This design comes from an exercise in tuning for small area, a short achievable clock period and few clock cycles on the open sky130 flow, not from production work.
Function was checked by simulation only, so behaviour that the tests miss may differ from the original.
No activity file was given, so power comes from the tool's default toggle rates.

`design.v`:
```
module sce_spu (
    input  wire         clk,
    input  wire         rst,
    input  wire         req_valid,
    output wire         req_ready,
    input  wire [127:0] req_word,
    input  wire         pay_valid,
    output wire         pay_ready,
    input  wire [7:0]   pay_data,
    output wire         tx_valid,
    input  wire         tx_ready,
    output wire [7:0]   tx_data,
    output wire         wr_req,
    output wire [17:0]  wr_len,
    output wire         rd_req,
    output wire [17:0]  rd_len,
    input  wire         tp_valid,
    input  wire [1:0]   tp_err,
    input  wire [31:0]  tp_info,
    input  wire         rx_valid,
    input  wire [7:0]   rx_data,
    output wire         slp_req,
    output wire [31:0]  slp_ms,
    input  wire         wake,
    output reg          res_valid,
    output reg  [1:0]   res_kind,
    output reg  [3:0]   res_code,
    output reg          dat_valid,
    output reg  [7:0]   dat_data,
    output wire [15:0]  status,
    output wire [24:0]  pincfg,
    output wire [31:0]  sckhz,
    output wire [17:0]  cbuf_len,
    output wire [17:0]  resp_owed,
    output wire [32:0]  elapsed,
    output wire [2:0]   fault_code,
    output wire [32:0]  fault_info0,
    output wire [32:0]  fault_info1,
    output wire [2:0]   cfault_code,
    output wire [32:0]  cfault_info0,
    output wire [32:0]  cfault_info1
);
    localparam [7:0] OPC_SET_LOW = 8'h80;
    localparam [7:0] OPC_OUT     = 8'h11;
    localparam [7:0] OPC_OUT_IN  = 8'h31;
    localparam [7:0] OPC_WAIT    = 8'h8F;
    localparam [7:0] DUMMY_BYTE  = 8'hFF;
    localparam [4:0] OP_CFG_PINS    = 5'h00;
    localparam [4:0] OP_CFG_CLOCK   = 5'h01;
    localparam [4:0] OP_CS_SELECT   = 5'h02;
    localparam [4:0] OP_CS_DESELECT = 5'h03;
    localparam [4:0] OP_DATA_OUT    = 5'h04;
    localparam [4:0] OP_DATA_OUT_IN = 5'h05;
    localparam [4:0] OP_WAIT_MASK   = 5'h06;
    localparam [4:0] OP_BYTES       = 5'h07;
    localparam [4:0] OP_FLUSH       = 5'h08;
    localparam [4:0] OP_IDENTIFY    = 5'h09;
    localparam [4:0] OP_POWER_UP    = 5'h0A;
    localparam [4:0] OP_POWER_DOWN  = 5'h0B;
    localparam [4:0] OP_WRITE_EN    = 5'h0C;
    localparam [4:0] OP_BULK_ERASE  = 5'h0D;
    localparam [4:0] OP_SECTOR_ERASE= 5'h0E;
    localparam [4:0] OP_PROGRAM_PAGE= 5'h0F;
    localparam [4:0] OP_READ        = 5'h10;
    localparam [4:0] OP_WAIT_READY  = 5'h11;
    localparam [3:0] R_ILLEGAL   = 4'd1;
    localparam [3:0] R_FAULTED   = 4'd2;
    localparam [3:0] R_NOTCONF   = 4'd3;
    localparam [3:0] R_BADCONFIG = 4'd4;
    localparam [3:0] R_BADLENGTH = 4'd5;
    localparam [3:0] R_PAGECROSS = 4'd6;
    localparam [3:0] R_ADDRRANGE = 4'd7;
    localparam [3:0] R_OVERFLOW  = 4'd8;
    localparam [3:0] R_ZEROPOLL  = 4'd9;
    localparam [2:0] F_SHORTWRITE = 3'd1;
    localparam [2:0] F_DISCONN    = 3'd2;
    localparam [2:0] F_DRIVER     = 3'd3;
    localparam [2:0] F_TIMEOUT    = 3'd4;
    localparam [1:0] K_OK      = 2'd0;
    localparam [1:0] K_REFUSED = 2'd1;
    localparam [1:0] K_FAULT   = 2'd2;
    localparam B_IDLE = 0, B_CHK = 1, B_GO = 2, B_EMIT = 3, B_WR = 4, B_RD = 5,
               B_SLEEP = 6, B_SLP0 = 7;
    localparam [7:0] S_IDLE  = 8'd1 << B_IDLE;
    localparam [7:0] S_CHK   = 8'd1 << B_CHK;
    localparam [7:0] S_GO    = 8'd1 << B_GO;
    localparam [7:0] S_EMIT  = 8'd1 << B_EMIT;
    localparam [7:0] S_WR    = 8'd1 << B_WR;
    localparam [7:0] S_RD    = 8'd1 << B_RD;
    localparam [7:0] S_SLEEP = 8'd1 << B_SLEEP;
    localparam [7:0] S_SLP0  = 8'd1 << B_SLP0;
    localparam [4:0] P_SL0 = 5'd0,  P_SL1 = 5'd1,  P_SL2 = 5'd2;
    localparam [4:0] P_T0  = 5'd3,  P_T1  = 5'd4,  P_T2  = 5'd5;
    localparam [4:0] P_CMD = 5'd6;
    localparam [4:0] P_A2  = 5'd7,  P_A1  = 5'd8,  P_A0  = 5'd9;
    localparam [4:0] P_BODY= 5'd10;
    localparam [4:0] P_DS0 = 5'd11, P_DS1 = 5'd12, P_DS2 = 5'd13;
    localparam [4:0] P_W0  = 5'd14, P_W1  = 5'd15, P_W2  = 5'd16;
    reg [7:0] state;
    reg [3:0] rf_code;       
    reg       rf_ok;         
    reg       r_is_wr;       
    reg       r_emits;       
    reg       r_rsp_n;       
    reg [2:0] r_rsp_k;       
    reg       owe_k;         
    reg [4:0]  r_op;
    reg        r_pace;
    reg [7:0]  dir_mask, val_sel, val_desel;
    reg        pins_valid;
    reg [31:0] sck_hz;
    reg        sck_nz;       
    reg [17:0] cb_len;
    reg [17:0] r_owed;
    reg [7:0]  status_byte;
    reg        status_valid;
    reg [32:0] elapsed_ms;
    reg [2:0]  flt_code;
    reg [32:0] flt_info0, flt_info1;
    reg [2:0]  cflt_code;
    reg [32:0] cflt_info0, cflt_info1;
    reg [4:0]  ph;
    reg        seg;
    reg [17:0] cnt;
    reg [63:0] pw;
    reg [5:0]  pc_cnt;
    reg        pc_sat;
    wire [31:0] poll_ms   = pw[31:0];
    wire [31:0] budget_ms = pw[63:32];
    reg busy_q;
    assign req_ready = !busy_q;
    wire [4:0]  q_op   = req_word[4:0];
    wire        q_pace = req_word[5];
    wire [1:0]  q_rsv0 = req_word[7:6];
    wire [23:0] q_addr = req_word[31:8];
    wire [16:0] q_n    = req_word[48:32];
    wire [14:0] q_rsv1 = req_word[63:49];
    wire [31:0] q_a    = req_word[95:64];
    wire [31:0] q_b    = req_word[127:96];
    wire [4:0]  c_op   = r_op;
    wire        c_pace = r_pace;
    wire [23:0] c_addr = pw[63:40];
    wire [16:0] c_n    = cnt[16:0];    
    wire [31:0] c_a    = pw[31:0];
    wire [31:0] c_b    = pw[63:32];
    reg use_addr, use_n, use_a, use_b;
    always @(*) begin
        use_addr = 1'b0; use_n = 1'b0; use_a = 1'b0; use_b = 1'b0;
        case (q_op)
            OP_CFG_PINS, OP_CFG_CLOCK: use_a = 1'b1;
            OP_DATA_OUT, OP_DATA_OUT_IN, OP_WAIT_MASK, OP_BYTES: use_n = 1'b1;
            OP_SECTOR_ERASE: use_addr = 1'b1;
            OP_PROGRAM_PAGE: begin use_addr = 1'b1; use_n = 1'b1; use_a = q_pace; end
            OP_READ: begin use_addr = 1'b1; use_n = 1'b1; end
            OP_WAIT_READY: begin use_a = 1'b1; use_b = 1'b1; end
            default: ;
        endcase
    end
    wire q_illegal =
        (q_op > OP_WAIT_READY) ||
        (q_rsv0 != 2'b00) || (q_rsv1 != 15'd0) ||
        (q_pace && q_op != OP_PROGRAM_PAGE) ||
        (!use_addr && q_addr != 24'd0) ||
        (!use_n && q_n != 17'd0) ||
        (!use_a && q_a != 32'd0) ||
        (!use_b && q_b != 32'd0) ||
        (q_op == OP_CFG_PINS && q_a[31:24] != 8'd0);
    wire [7:0] q_cfg_x = q_a[15:8] ^ q_a[23:16];
    wire q_cfg_onehot  = (q_cfg_x != 8'd0) && ((q_cfg_x & (q_cfg_x - 8'd1)) == 8'd0);
    wire q_cfg_bad     = !q_cfg_onehot || ((q_cfg_x & q_a[7:0]) == 8'd0);
    wire q_n_zero      = (q_n == 17'd0);
    reg illegal, cfg_bad, a_zero, n_bad_xfer, n_bad_page, n_bad_read;
    always @(posedge clk) begin
        illegal    <= q_illegal;
        cfg_bad    <= q_cfg_bad;
        a_zero     <= (q_a == 32'd0);
        n_bad_xfer <= q_n_zero || (q_n[16] && q_n[15:0] != 16'd0);
        n_bad_page <= q_n_zero || (q_n > 17'd256);
        n_bad_read <= q_n_zero || (q_n > 17'd65532);
    end
    always @(posedge clk) begin
        rf_code <= refuse;
        rf_ok   <= (refuse == 4'd0);
    end
    wire needs_pins = (c_op == OP_CS_SELECT) || (c_op == OP_CS_DESELECT) ||
                      (c_op >= OP_IDENTIFY && c_op <= OP_WAIT_READY);
    wire page_cross = ({1'b0, c_addr[7:0]} + c_n[8:0]) > 9'd256;
    wire addr_range = (c_addr[23:16] == 8'hFF) &&
                      (({1'b0, c_addr[15:0]} + c_n[15:0]) > 17'h10000);
    wire [18:0] cb_n = {1'b0, cb_len} + {2'b00, c_n};
    wire [18:0] ow_n = {1'b0, r_owed} + {2'b00, c_n};
    reg overflow;
    always @(*) begin
        case (c_op)
            OP_CS_SELECT, OP_CS_DESELECT, OP_DATA_OUT, OP_WAIT_MASK:
                overflow = (cb_len > 18'd131069);
            OP_DATA_OUT_IN:
                overflow = (cb_len > 18'd131069) || (ow_n > 19'd131072);
            OP_BYTES:
                overflow = (cb_n > 19'd131072);
            OP_IDENTIFY:
                overflow = (cb_len > 18'd131059) || (r_owed > 18'd131068);
            OP_POWER_UP, OP_POWER_DOWN, OP_WRITE_EN, OP_BULK_ERASE:
                overflow = (cb_len > 18'd131062);
            OP_SECTOR_ERASE:
                overflow = (cb_len > 18'd131059);
            OP_PROGRAM_PAGE:
                overflow = c_pace ? (cb_n > 19'd131046) : (cb_n > 19'd131049);
            OP_READ:
                overflow = (cb_n > 19'd131059) || (ow_n > 19'd131068);
            OP_WAIT_READY:
                overflow = (cb_len > 18'd131061) || (r_owed > 18'd131070);
            default:
                overflow = 1'b0;
        endcase
    end
    reg [3:0] refuse;
    always @(*) begin
        refuse = 4'd0;
        if (illegal)
            refuse = R_ILLEGAL;
        else if (flt_code != 3'd0 && c_op != OP_POWER_DOWN)
            refuse = R_FAULTED;
        else if (needs_pins && !pins_valid)
            refuse = R_NOTCONF;
        else begin
            case (c_op)
                OP_CFG_PINS:  if (cfg_bad) refuse = R_BADCONFIG;
                OP_CFG_CLOCK: if (a_zero) refuse = R_BADCONFIG;
                OP_DATA_OUT, OP_DATA_OUT_IN, OP_WAIT_MASK, OP_BYTES:
                    if (n_bad_xfer) refuse = R_BADLENGTH;
                OP_PROGRAM_PAGE:
                    if (n_bad_page) refuse = R_BADLENGTH;
                    else if (page_cross) refuse = R_PAGECROSS;
                    else if (c_pace && !sck_nz) refuse = R_NOTCONF;
                OP_READ:
                    if (n_bad_read) refuse = R_BADLENGTH;
                    else if (addr_range) refuse = R_ADDRRANGE;
                OP_WAIT_READY:
                    if (a_zero) refuse = R_ZEROPOLL;
                default: ;
            endcase
            if (refuse == 4'd0 && overflow)
                refuse = R_OVERFLOW;
        end
    end
    reg [4:0] q_ph1;
    always @(*) begin
        case (q_op)
            OP_CS_DESELECT: q_ph1 = P_DS1;
            OP_DATA_OUT, OP_DATA_OUT_IN, OP_WAIT_MASK: q_ph1 = P_T1;
            OP_BYTES: q_ph1 = P_BODY;
            default: q_ph1 = P_SL1;
        endcase
    end
    wire op_pp    = (r_op == OP_PROGRAM_PAGE);
    wire pp_main  = op_pp && seg;
    wire op_bytes = (r_op == OP_BYTES);
    wire t_in     = (r_op == OP_IDENTIFY) || (r_op == OP_READ) || (r_op == OP_WAIT_READY);
    wire is_prim  = (r_op == OP_DATA_OUT) || (r_op == OP_DATA_OUT_IN) || (r_op == OP_WAIT_MASK);
    wire has_addr = (r_op == OP_SECTOR_ERASE) || (r_op == OP_READ) || pp_main;
    wire body_n   = (r_op == OP_READ) || pp_main;
    wire from_pay = op_bytes || op_pp;
    wire pc_done  = (pc_cnt == 6'd0);
    wire [15:0] pc_q   = pw[24:9];
    wire [15:0] pc_cm1 = pc_q;
    wire [15:0] t_n = cnt[15:0] + (is_prim ? 16'hFFFF : 16'd3);
    reg [15:0] t_mm1_c;
    always @(*) begin
        if (is_prim || body_n)
            t_mm1_c = t_n;
        else if (r_op == OP_IDENTIFY || r_op == OP_SECTOR_ERASE)
            t_mm1_c = 16'd3;
        else if (r_op == OP_WAIT_READY)
            t_mm1_c = 16'd1;
        else
            t_mm1_c = 16'd0;
    end
    reg [7:0] cmd_byte;
    always @(*) begin
        case (r_op)
            OP_IDENTIFY:     cmd_byte = 8'h9F;
            OP_POWER_UP:     cmd_byte = 8'hAB;
            OP_POWER_DOWN:   cmd_byte = 8'hB9;
            OP_WRITE_EN:     cmd_byte = 8'h06;
            OP_BULK_ERASE:   cmd_byte = 8'hC7;
            OP_SECTOR_ERASE: cmd_byte = 8'hD8;
            OP_PROGRAM_PAGE: cmd_byte = seg ? 8'h02 : 8'h06;
            OP_READ:         cmd_byte = 8'h03;
            default:         cmd_byte = 8'h05;
        endcase
    end
    wire op_emits = (r_op != OP_CFG_PINS) && (r_op != OP_CFG_CLOCK) && (r_op != OP_FLUSH);
    reg       o_valid, s_valid, pr, gdone;
    reg [7:0] o_data, s_data;
    wire emitting = state[B_EMIT] || (state[B_GO] && rf_ok && r_emits);
    assign tx_valid  = o_valid && emitting;
    assign tx_data   = o_data;
    assign pay_ready = pr;
    wire   tx_fire   = tx_valid && tx_ready;
    wire   o_free    = !o_valid || tx_fire;
    wire   pay_in    = pr && pay_valid;
    wire   g_pay     = (ph == P_BODY) && from_pay;
    wire   g_wait    = (ph == P_W0) && !pc_done;
    wire   g_int     = emitting && !gdone && !g_pay && !g_wait && !s_valid && o_free;
    wire   g_adv     = g_int || pay_in;
    wire cnt_last = (cnt == 18'd1);
    reg [4:0] ph_nx;
    reg       enc_end;
    reg       seg_nx;
    reg       load_cnt;
    always @(*) begin
        ph_nx    = ph + 5'd1;
        enc_end  = 1'b0;
        seg_nx   = seg;
        load_cnt = 1'b0;
        case (ph)
            P_SL2: enc_end = (r_op == OP_CS_SELECT);
            P_T2:  enc_end = is_prim;
            P_CMD: begin
                if (has_addr)
                    ph_nx = P_A2;
                else if (r_op == OP_IDENTIFY || r_op == OP_WAIT_READY) begin
                    ph_nx = P_BODY;
                    load_cnt = 1'b1;
                end else
                    ph_nx = P_DS0;
            end
            P_A0: begin
                if (body_n) begin
                    ph_nx = P_BODY;
                    load_cnt = 1'b1;
                end else
                    ph_nx = P_DS0;
            end
            P_BODY: begin
                ph_nx   = cnt_last ? P_DS0 : P_BODY;
                enc_end = cnt_last && op_bytes;
            end
            P_DS2: begin
                if (op_pp && !seg) begin
                    ph_nx  = P_SL0;
                    seg_nx = 1'b1;
                end else if (op_pp && r_pace)
                    ph_nx = P_W0;
                else
                    enc_end = 1'b1;
            end
            P_W2: enc_end = 1'b1;
            default: ;
        endcase
    end
    reg [7:0] nb_nx;
    always @(*) begin
        case (ph)
            P_SL0, P_DS0: nb_nx = OPC_SET_LOW;
            P_SL1:        nb_nx = val_sel;
            P_DS1:        nb_nx = val_desel;
            P_SL2, P_DS2: nb_nx = dir_mask;
            P_T0:         nb_nx = t_in ? OPC_OUT_IN : OPC_OUT;
            P_T1:         nb_nx = t_mm1_c[7:0];
            P_T2:         nb_nx = t_mm1_c[15:8];
            P_CMD:        nb_nx = cmd_byte;
            P_A2:         nb_nx = pw[63:56];
            P_A1:         nb_nx = pw[55:48];
            P_A0:         nb_nx = pw[47:40];
            P_BODY:       nb_nx = DUMMY_BYTE;
            P_W0:         nb_nx = OPC_WAIT;
            P_W1:         nb_nx = pc_cm1[7:0];
            default:      nb_nx = pc_cm1[15:8];
        endcase
    end
    wire [7:0] q_nb = (q_op == OP_DATA_OUT)    ? OPC_OUT :
                      (q_op == OP_DATA_OUT_IN) ? OPC_OUT_IN :
                      (q_op == OP_WAIT_MASK)   ? OPC_WAIT : OPC_SET_LOW;
    wire o_valid_nx = s_valid || pay_in || g_int || (o_valid && !tx_fire);
    wire s_valid_nx = s_valid ? !o_free : (pay_in && !o_free);
    wire in_pay_nx  = g_adv ? ((ph_nx == P_BODY) && from_pay) : g_pay;
    wire drained    = gdone && !s_valid && (tx_fire || !o_valid);
    wire [17:0] body_len = body_n ? cnt :
                           (r_op == OP_IDENTIFY) ? 18'd3 : 18'd1;
    wire immediate = (r_op >= OP_FLUSH) && (r_op != OP_PROGRAM_PAGE);
    wire [17:0] ow_nx = (r_rsp_n && !owe_k) ? ow_n[17:0] : r_owed + {15'd0, r_rsp_k};
    assign wr_req  = state[B_WR];
    assign wr_len  = cb_len;
    assign rd_req  = state[B_RD];
    assign rd_len  = r_owed;
    assign slp_req = state[B_SLEEP];
    assign slp_ms  = poll_ms;
    wire [32:0] elapsed_next = elapsed_ms + {1'b0, poll_ms};
    reg tmo;
    always @(posedge clk)
        tmo <= (elapsed_ms > {1'b0, budget_ms});
    wire rd_dat = ((r_op == OP_IDENTIFY) && (cnt[17:2] == 16'd0) && (cnt[1:0] != 2'd0)) ||
                  ((r_op == OP_READ) && (cnt <= {1'b0, pw[16:0]}));
    wire is_wr = r_is_wr;
    wire sleeping = state[B_SLEEP] || state[B_SLP0];
    wire [1:0] spu_state = {sleeping || (state[B_RD] && is_wr),
                            sleeping || ((state[B_EMIT] || state[B_WR]) && is_wr)};
    assign status       = {status_byte, spu_state, status_valid, sck_nz,
                           pins_valid, (cflt_code != 3'd0), (flt_code != 3'd0),
                           busy_q};
    assign pincfg       = {pins_valid, val_desel, val_sel, dir_mask};
    assign sckhz        = sck_hz;
    assign cbuf_len     = cb_len;
    assign resp_owed    = r_owed;
    assign elapsed      = elapsed_ms;
    assign fault_code   = flt_code;
    assign fault_info0  = flt_info0;
    assign fault_info1  = flt_info1;
    assign cfault_code  = cflt_code;
    assign cfault_info0 = cflt_info0;
    assign cfault_info1 = cflt_info1;
    wire tp_bad  = tp_valid && (tp_err != 2'd0);
    wire f_wr    = state[B_WR] && tp_bad;
    wire f_rd    = state[B_RD] && tp_bad;
    wire f_slp   = state[B_SLEEP] && wake && tmo;
    wire f_ev    = f_wr || f_rd || f_slp;
    wire f_short = f_wr && (tp_err == 2'd1);
    wire f_drv   = (f_wr || f_rd) && (tp_err == 2'd3);
    wire [2:0]  f_kind = f_slp ? F_TIMEOUT :
                         f_drv ? F_DRIVER :
                         f_short ? F_SHORTWRITE : F_DISCONN;
    wire [32:0] f_i0 = ({33{f_short}} & {1'b0, tp_info}) |
                       {32'd0, f_rd} |
                       ({33{f_slp}} & elapsed_ms);
    wire [32:0] f_i1 = ({33{f_short}} & {15'd0, cb_len}) |
                       ({33{f_drv}} & {1'b0, tp_info}) |
                       ({33{f_slp}} & {1'b0, budget_ms});
    always @(posedge clk) begin
        if (rst) begin
            flt_code   <= 3'd0;
            flt_info0  <= 33'd0;
            flt_info1  <= 33'd0;
            cflt_code  <= 3'd0;
            cflt_info0 <= 33'd0;
            cflt_info1 <= 33'd0;
        end else if (f_ev) begin
            if (flt_code == 3'd0) begin
                flt_code  <= f_kind;
                flt_info0 <= f_i0;
                flt_info1 <= f_i1;
            end else if (cflt_code == 3'd0) begin
                cflt_code  <= f_kind;
                cflt_info0 <= f_i0;
                cflt_info1 <= f_i1;
            end
        end
    end
    task enter_fault;
        begin
            cb_len    <= 18'd0;
            r_owed    <= 18'd0;
            res_valid <= 1'b1;
            res_kind  <= K_FAULT;
            res_code  <= {1'b0, f_kind};
            state     <= S_IDLE;
            busy_q    <= 1'b0;
        end
    endtask
    task finish_ok;
        begin
            res_valid <= 1'b1;
            res_kind  <= K_OK;
            res_code  <= 4'd0;
            state     <= S_IDLE;
            busy_q    <= 1'b0;
        end
    endtask
    wire pc_start = g_int && (ph == P_A0) && pp_main && r_pace;
    wire [32:0] pc_sum  = {1'b0, pw[63:32]} + (pw[0] ? {1'b0, sck_hz} : 33'd0);
    wire [14:0] pc_t    = {pw[38:25], pw[24]};
    wire        pc_ge   = (pc_t >= 15'd15625);
    wire [14:0] pc_tm   = pc_t - 15'd15625;
    wire [13:0] pc_r    = pc_ge ? pc_tm[13:0] : pc_t[13:0];
    always @(posedge clk) begin
        if (pc_cnt != 6'd0) begin
            pc_cnt <= (pc_cnt == 6'd49) ? 6'd0 : pc_cnt + 6'd1;
            if (pc_cnt <= 6'd32)
                pw <= {pc_sum, pw[31:1]};
            else if (pc_cnt == 6'd49)
                pw[24:9] <= pc_sat ? 16'hFFFF : (pc_q == 16'd0) ? 16'd0 : pc_q - 16'd1;
            else begin
                if (pc_cnt == 6'd33)
                    pc_sat <= (pw[63:39] != 25'd0) || (pw[38:25] >= 14'd15625);
                pw[38:9] <= {pc_r, pw[23:9], pc_ge};
            end
        end
        if (pc_start) begin
            pw[63:32] <= 32'd0;
            pc_cnt    <= 6'd1;
        end
        if (state[B_IDLE] && req_valid) begin
            pw[31:0]  <= (q_op == OP_READ) ? {15'd0, q_n} : q_a;    
            pw[63:32] <= (q_op == OP_WAIT_READY) ? q_b : {q_addr, 8'd0};
            pc_cnt    <= 6'd0;
        end
        if (rst)
            pc_cnt <= 6'd0;
    end
    always @(posedge clk) begin
        if (rst) begin
            state        <= S_IDLE;
            busy_q       <= 1'b0;
            o_valid      <= 1'b0;
            s_valid      <= 1'b0;
            pr           <= 1'b0;
            gdone        <= 1'b0;
            owe_k        <= 1'b0;
            dir_mask     <= 8'd0;
            val_sel      <= 8'd0;
            val_desel    <= 8'd0;
            pins_valid   <= 1'b0;
            sck_hz       <= 32'd0;
            sck_nz       <= 1'b0;
            cb_len       <= 18'd0;
            r_owed       <= 18'd0;
            status_byte  <= 8'd0;
            status_valid <= 1'b0;
            elapsed_ms   <= 33'd0;
            res_valid    <= 1'b0;
            res_kind     <= K_OK;
            res_code     <= 4'd0;
            dat_valid    <= 1'b0;
            dat_data     <= 8'd0;
        end else begin
            res_valid <= 1'b0;
            dat_valid <= 1'b0;
            case (1'b1)
                state[B_IDLE]: begin
                    if (req_valid) begin
                        r_op    <= q_op;
                        r_pace  <= q_pace;
                        r_is_wr <= (q_op == OP_WAIT_READY);
                        r_rsp_n <= (q_op == OP_DATA_OUT_IN) || (q_op == OP_READ);
                        r_rsp_k <= (q_op == OP_IDENTIFY || q_op == OP_READ) ? 3'd4 :
                                   (q_op == OP_WAIT_READY) ? 3'd2 : 3'd0;
                        owe_k   <= 1'b0;
                        r_emits <= (q_op != OP_CFG_PINS) && (q_op != OP_CFG_CLOCK) &&
                                   (q_op != OP_FLUSH);
                        ph      <= q_ph1;
                        seg     <= 1'b0;
                        gdone   <= 1'b0;
                        o_data  <= q_nb;
                        o_valid <= (q_op != OP_BYTES);
                        s_valid <= 1'b0;
                        cnt     <= {1'b0, q_n};
                        state   <= S_CHK;
                        busy_q  <= 1'b1;
                    end
                end
                state[B_CHK]: state <= S_GO;
                state[B_GO]: begin
                    if (rf_code != 4'd0) begin
                        res_valid <= 1'b1;
                        res_kind  <= K_REFUSED;
                        res_code  <= rf_code;
                        state     <= S_IDLE;
                        busy_q    <= 1'b0;
                    end else begin
                        case (r_op)
                            OP_CFG_PINS: begin
                                dir_mask   <= pw[7:0];
                                val_sel    <= pw[15:8];
                                val_desel  <= pw[23:16];
                                pins_valid <= 1'b1;
                                finish_ok;
                            end
                            OP_CFG_CLOCK: begin
                                sck_hz <= pw[31:0];
                                sck_nz <= 1'b1;     
                                finish_ok;
                            end
                            OP_FLUSH: begin
                                if (cb_len == 18'd0)
                                    finish_ok;
                                else
                                    state <= S_WR;
                            end
                            default: begin
                                r_owed <= ow_nx;
                                owe_k  <= r_rsp_n && (r_rsp_k != 3'd0);
                                if (r_op == OP_WAIT_READY)
                                    elapsed_ms <= 33'd0;
                                state <= S_EMIT;
                            end
                        endcase
                    end
                end
                state[B_EMIT]: ;
                state[B_WR]: begin
                    cnt <= r_owed;
                    if (tp_bad)
                        enter_fault;
                    else if (tp_valid) begin
                        if (r_owed != 18'd0)
                            state <= S_RD;
                        else begin
                            cb_len <= 18'd0;
                            finish_ok;
                        end
                    end
                end
                state[B_RD]: begin
                    if (tp_bad)
                        enter_fault;
                    else if (rx_valid) begin
                        cnt <= cnt - 18'd1;
                        if (rd_dat) begin
                            dat_valid <= 1'b1;
                            dat_data  <= rx_data;
                        end
                        if (is_wr && cnt_last) begin
                            status_byte  <= rx_data;
                            status_valid <= 1'b1;
                        end
                        if (cnt_last) begin
                            cb_len <= 18'd0;
                            r_owed <= 18'd0;
                            if (is_wr && rx_data[0]) begin
                                elapsed_ms <= elapsed_next;
                                state      <= S_SLP0;
                            end
                            else
                                finish_ok;
                        end
                    end
                end
                state[B_SLEEP]: begin
                    ph      <= P_SL1;
                    gdone   <= 1'b0;
                    o_data  <= OPC_SET_LOW;
                    o_valid <= 1'b1;
                    if (wake) begin
                        if (tmo)
                            enter_fault;
                        else begin
                            r_owed <= 18'd2;
                            state  <= S_EMIT;
                        end
                    end
                end
                state[B_SLP0]: state <= S_SLEEP;
                default: begin
                    state  <= S_IDLE;
                    busy_q <= 1'b0;
                end
            endcase
            if (owe_k) begin
                r_owed <= ow_nx;
                owe_k  <= 1'b0;
            end
            pr <= 1'b0;
            if (emitting) begin
                if (tx_fire)
                    cb_len <= cb_len + 18'd1;
                if (s_valid) begin
                    if (o_free) begin
                        o_data  <= s_data;
                        s_valid <= 1'b0;
                    end
                end else if (pay_in) begin
                    if (o_free) begin
                        o_data  <= pay_data;
                        o_valid <= 1'b1;
                    end else begin
                        s_data  <= pay_data;
                        s_valid <= 1'b1;
                    end
                end else if (g_int) begin
                    o_data  <= nb_nx;
                    o_valid <= 1'b1;
                end else if (tx_fire)
                    o_valid <= 1'b0;
                if (g_adv) begin
                    ph  <= ph_nx;
                    seg <= seg_nx;
                    if (load_cnt)
                        cnt <= body_len;
                    else if (ph == P_BODY)
                        cnt <= cnt - 18'd1;
                    if (enc_end)
                        gdone <= 1'b1;
                end
                pr <= in_pay_nx && !s_valid_nx && !drained;
                if (drained) begin
                    if (immediate)
                        state <= S_WR;
                    else
                        finish_ok;
                end
            end
        end
    end
endmodule
```
`standard.sh`:
```
#!/bin/bash
# synth_recipe.tcl (not shown) runs the flow's synth.tcl, then flattens the netlist and writes it again
# the make line also repeats each setting of config.mk as NAME=value (left out here)
make -C /OpenROAD-flow-scripts/flow DESIGN_CONFIG=/design/flow/config.mk WORK_HOME=/design/flow/orfs CLKGATE_MAP_FILE= SYNTH_SCRIPT=/design/flow/synth_recipe.tcl "${@:-finish}"
```
`config.mk`:
```
export PLATFORM = sky130hd
export DESIGN_NAME = sce_spu
export DESIGN_NICKNAME = sce_spu
export VERILOG_FILES = /design/flow/design.v
export SDC_FILE = /design/flow/constraint.sdc
export NUM_CORES = 4
export LEC_CHECK = 0
export CAP_MARGIN = 20
export CORE_MARGIN = 2
export CORE_UTILIZATION = 70
export CTS_CLUSTER_DIAMETER = 100
export CTS_CLUSTER_SIZE = 20
export PLACE_DENSITY = 0.75
export SLEW_MARGIN = 20
```
`flow/run.sh`:
```
#!/bin/bash
# Layout: the standard flow (standard.sh: unchanged synthesis and ORFS
# steps) with two layout choices passed to ORFS through its own variables:
#  - plain sky130_fd_sc_hd__buf_1 cells as the port buffers (every port still
#    gets one) instead of the default delay buffers;
#  - repair_timing aims for 7 ns of setup slack (SETUP_SLACK_MARGIN), so the
#    resizer keeps working on the longest paths after they meet 11 ns.
# make's full output goes to standard.log; each ORFS step keeps its own log
# under orfs/logs/.
set -euo pipefail
cd "$(dirname "$0")/.."
export BUFFER_PORTS_ARGS="-buffer_cell sky130_fd_sc_hd__buf_1"
export SETUP_SLACK_MARGIN=7.0
bash standard.sh > standard.log 2>&1
```
`constraint.sdc`:
```
create_clock -name core_clock -period 11.0 [get_ports {clk}]
set_input_delay 2.2000 -clock core_clock [delete_from_list [all_inputs] [get_ports {clk}]]
set_output_delay 2.2000 -clock core_clock [all_outputs]
set_load 0.01 [all_outputs]
```
==> out/results.ini <==
[power_and_ir_drop]
ir_worst_vdd_mv = 0.118
total_power_uw = 3630
p_per_area_nw_per_um2 = 104
p_leak_uw = 0.0130

[critical_path]
critical_path_class = flop to output port
crit_slowest_cell = edfxtp_1
critPathBufInv = 1
r2r-start = cnt[0]
critPathLaunch = pw[20]
reg2reg_depth = 12
cp.required_ns = 8.80
crit_path_start_kind = flop
cp.depth = 1
crit_path_end = slp_ms[20]
path_cells = buf_1
cp-end-kind = output port
reg2reg_slack_ns = 7.02
crit_family = flip-flops
slowest_delay_ns = 0.99
cp_max_fo = 10
timing.rr.end = cnt[12]
critical_path_arrival_ns = 1.82

[sta]
slew_headroom_pct = 22.4
setup_violations = 0
tightest_slew_ns = 1.16
min_period_ns = 4.02
fmax_mhz = 249
final_max_slew_viol_count = 0
hold_violations = 0
rsz0062_at_grt = yes
clock_skew_ns = 0.0199
period_share_pct = 36.5
tns_ns = 0
hold_ws_ns = 0.476

[clock_network]
clock_latency_ns = 0.61
ctsHoldBuffers = 0
cts_sinks = 436
clockBufferDepth = 3
clockRootBuffer = clkbuf_16
clkTransAtPathRegs_ns = 0.10
htree_levels = 1
tritoncts = yes
numCtsBuffers = 25

[route]
drt-total-wl_um = 127000
post_drt_wl_per_cell_um = 25.6
vias = 35300
drtIter0Drc = 6363
via_per_inst = 7.08
drt-pass1-iter-count = 13
drc = 0
antenna_left = 0

[placement]
place_hpwl_um = 92400
placed_area_um2 = 33500
dp.cells = 4895
gp_congestion = 1.07
numPortBuffers = 561

[global_routing]
top_usage_layer = met2
grt_use_met1_pct = 66.5
grt_pass1_wl_um = 186000
grt_use_total_pct = 51.8
use_met3_pct = 17.0
antenna_found_initial = 7
grt_pass1_vias = 30700
grt_overflow = 0
grt_use_met2_pct = 74.3
grt_max_degree = 207

[synth]
synth_seq_cells = 436
yosysUniqueCellTypes = 94
ys_seq_area_share_pct = 31.6
synth_edf_count = 116
synth_warnings = 1
synth_area_um2 = 31300
synth_flop_cell = dfxtp_1
async_flop_share_pct = 0
synthCells = 3985
avgSynthCellArea_um2 = 7.87

[cells_and_area]
drive_gt1_share_pct = 5.54
area.sequential_um2 = 9890
nFillCells = 3269
area_delta_synth_final_pct = 11.4
layout_commonest_cell = buf_1
fin_area_um2 = 34900
multiInputGateArea_um2 = 20100
nets = 4770
stdcell_count = 4986
mostFrequentLayoutCells = buf_1, nor2_1, nand2_1

[floorplanning]
die_area_um2 = 46500
io_pins = 564
core_area_um2 = 44200
die_x_um = 216
die_y_um = 216
num_rows = 77
start_util_pct = 70.9

[hold_path]
holdCritStartpoint = sck_hz[18]
min_path_type = flop to flop

[flow_run]
cap_violations = 0

[outcome]
status = timing/DRC/antenna clean

cells in the mapped netlist (38+ instances only):
library cell / count / area [um^2]
xor2_1: 67 / 587
xnor2_1: 105 / 920
nand3_1: 95 / 475
a31oi_1: 54 / 338
inv_1: 124 / 465
nor2_1: 461 / 1730
dfxtp_1: 320 / 6410
a22oi_1: 98 / 736
a21oi_1: 321 / 1610
nor4_1: 70 / 438
edfxtp_1: 116 / 3480
a211oi_1: 167 / 1250
mux2i_1: 53 / 531
clkbuf_1: 224 / 841
o21ai_0: 182 / 911
a21o_1: 76 / 571
nand4_1: 62 / 388
buf_4: 45 / 338
nand2_1: 402 / 1510
nor3_1: 92 / 460
ha_1: 197 / 2460
and2_1: 52 / 325
o21ai_1: 38 / 190
cells by family (layout without fill, tap and decap cells):
logic type	count (synthesis)	in the layout	share of synthesized area, %
compound gates	1239	1239	26.0
xor+xnor	172	172	4.81
fa+ha+maj	204	204	8.28
buf+inv	425	826	5.71
flops	436	436	31.6
mux	54	54	1.73
other cells	1	7	0.0120
simple gates	1454	1456	21.9
metrics by stage:
stage | util (%) | setup WS [ns]
final | 79.0 | 6.98
after global routing | 79.0 | 6.95
after floorplan | - | 6.92
after detailed placement | 75.7 | 5.74
after CTS | 78.0 | 7.00
after global placement | 75.6 | 5.77
what timing repair did:
| action | CTS | global route |
|---|---|---|
| gates resized for setup | 32 | 33 |
| setup buffers | 18 | 30 |
| cloned | 1 | 2 |
| setup endpoints to repair | 241 | 186 |
| pin swaps | 2 | 7 |
power by group:
part / total (uW) / internal (uW) / switching (uW)
Sequential: 1820 / 1700 / 119
Clock: 999 / 429 / 570
Combinational: 816 / 294 / 521
Total: 3630 / 2420 / 1210
worst min path at each step:
stage / end / slack (ns) / depth (start not counted)
6_report: sck_hz[18] / 0.48 / 2
5_1_grt: sck_hz[22] / 0.49 / 2
4_1_cts: rf_code[1] / 0.47 / 1
3_5_place_dp: sck_hz[18] / 0.46 / 2
3_3_place_gp: sck_hz[23] / 0.45 / 2
2_1_floorplan: rf_code[1] / 0.41 / 1
layout make-up:
cell class,count,share of cell area (%)
well taps,592,2.12
clock buffers,32,1.87
diodes,5,0.0358
inverters,129,1.41
multi-input cells,3127,57.5
flip-flops and latches,436,28.3
repair buffers,662,8.68
clock inverters,3,0.0896
state kept, by name, summed over array words and instances (netlist names), 18 cells and up:
register / flops
cnt: 18
flt_info0: 33
pw: 64
elapsed_ms: 33
cflt_info1: 32
sck_hz: 32
cflt_info0: 33
cb_len: 18
r_owed: 18
flt_info1: 32
per-layer routing:
metal | up-vias | routed length [um] | part of all wire [%]
li1 | 15500 | - | -
met4 | 4 | 11400 | 8.9
met1 | 16000 | 43800 | 34
met5 | - | 23 | 0.018
met3 | 709 | 21000 | 16
met2 | 3112 | 51200 | 40
Testbench counts, summed over its fixed seeds: cycles 57,501.

## separate check: timing with driven ports
Ports are ideal in the flow. The routed layout listed here was re-timed in OpenROAD. Step 1: set_driving_cell puts a clkbuf_16 on clk and a buf_2 on each other input, an assumption about the parent block. Step 2 moves the port delays by t, midway between the first and last clock arrival at a register: inputs arrive t later, outputs are due t later. That takes back most of the time a late clock gives input paths. Three values: ideal ports, drivers, drivers and shift; two values: the first two.
t (ns): 0.659
setup WS [ns]: 6.984 / 6.920 / 6.366
worst slew at a driven data input, ns: 0.12
cell pins on the clock port's net: 1
After both steps this run still meets setup and hold. For this run, drivers alone change the setup slack by -0.064 ns; drivers and shift together by -0.618 ns.
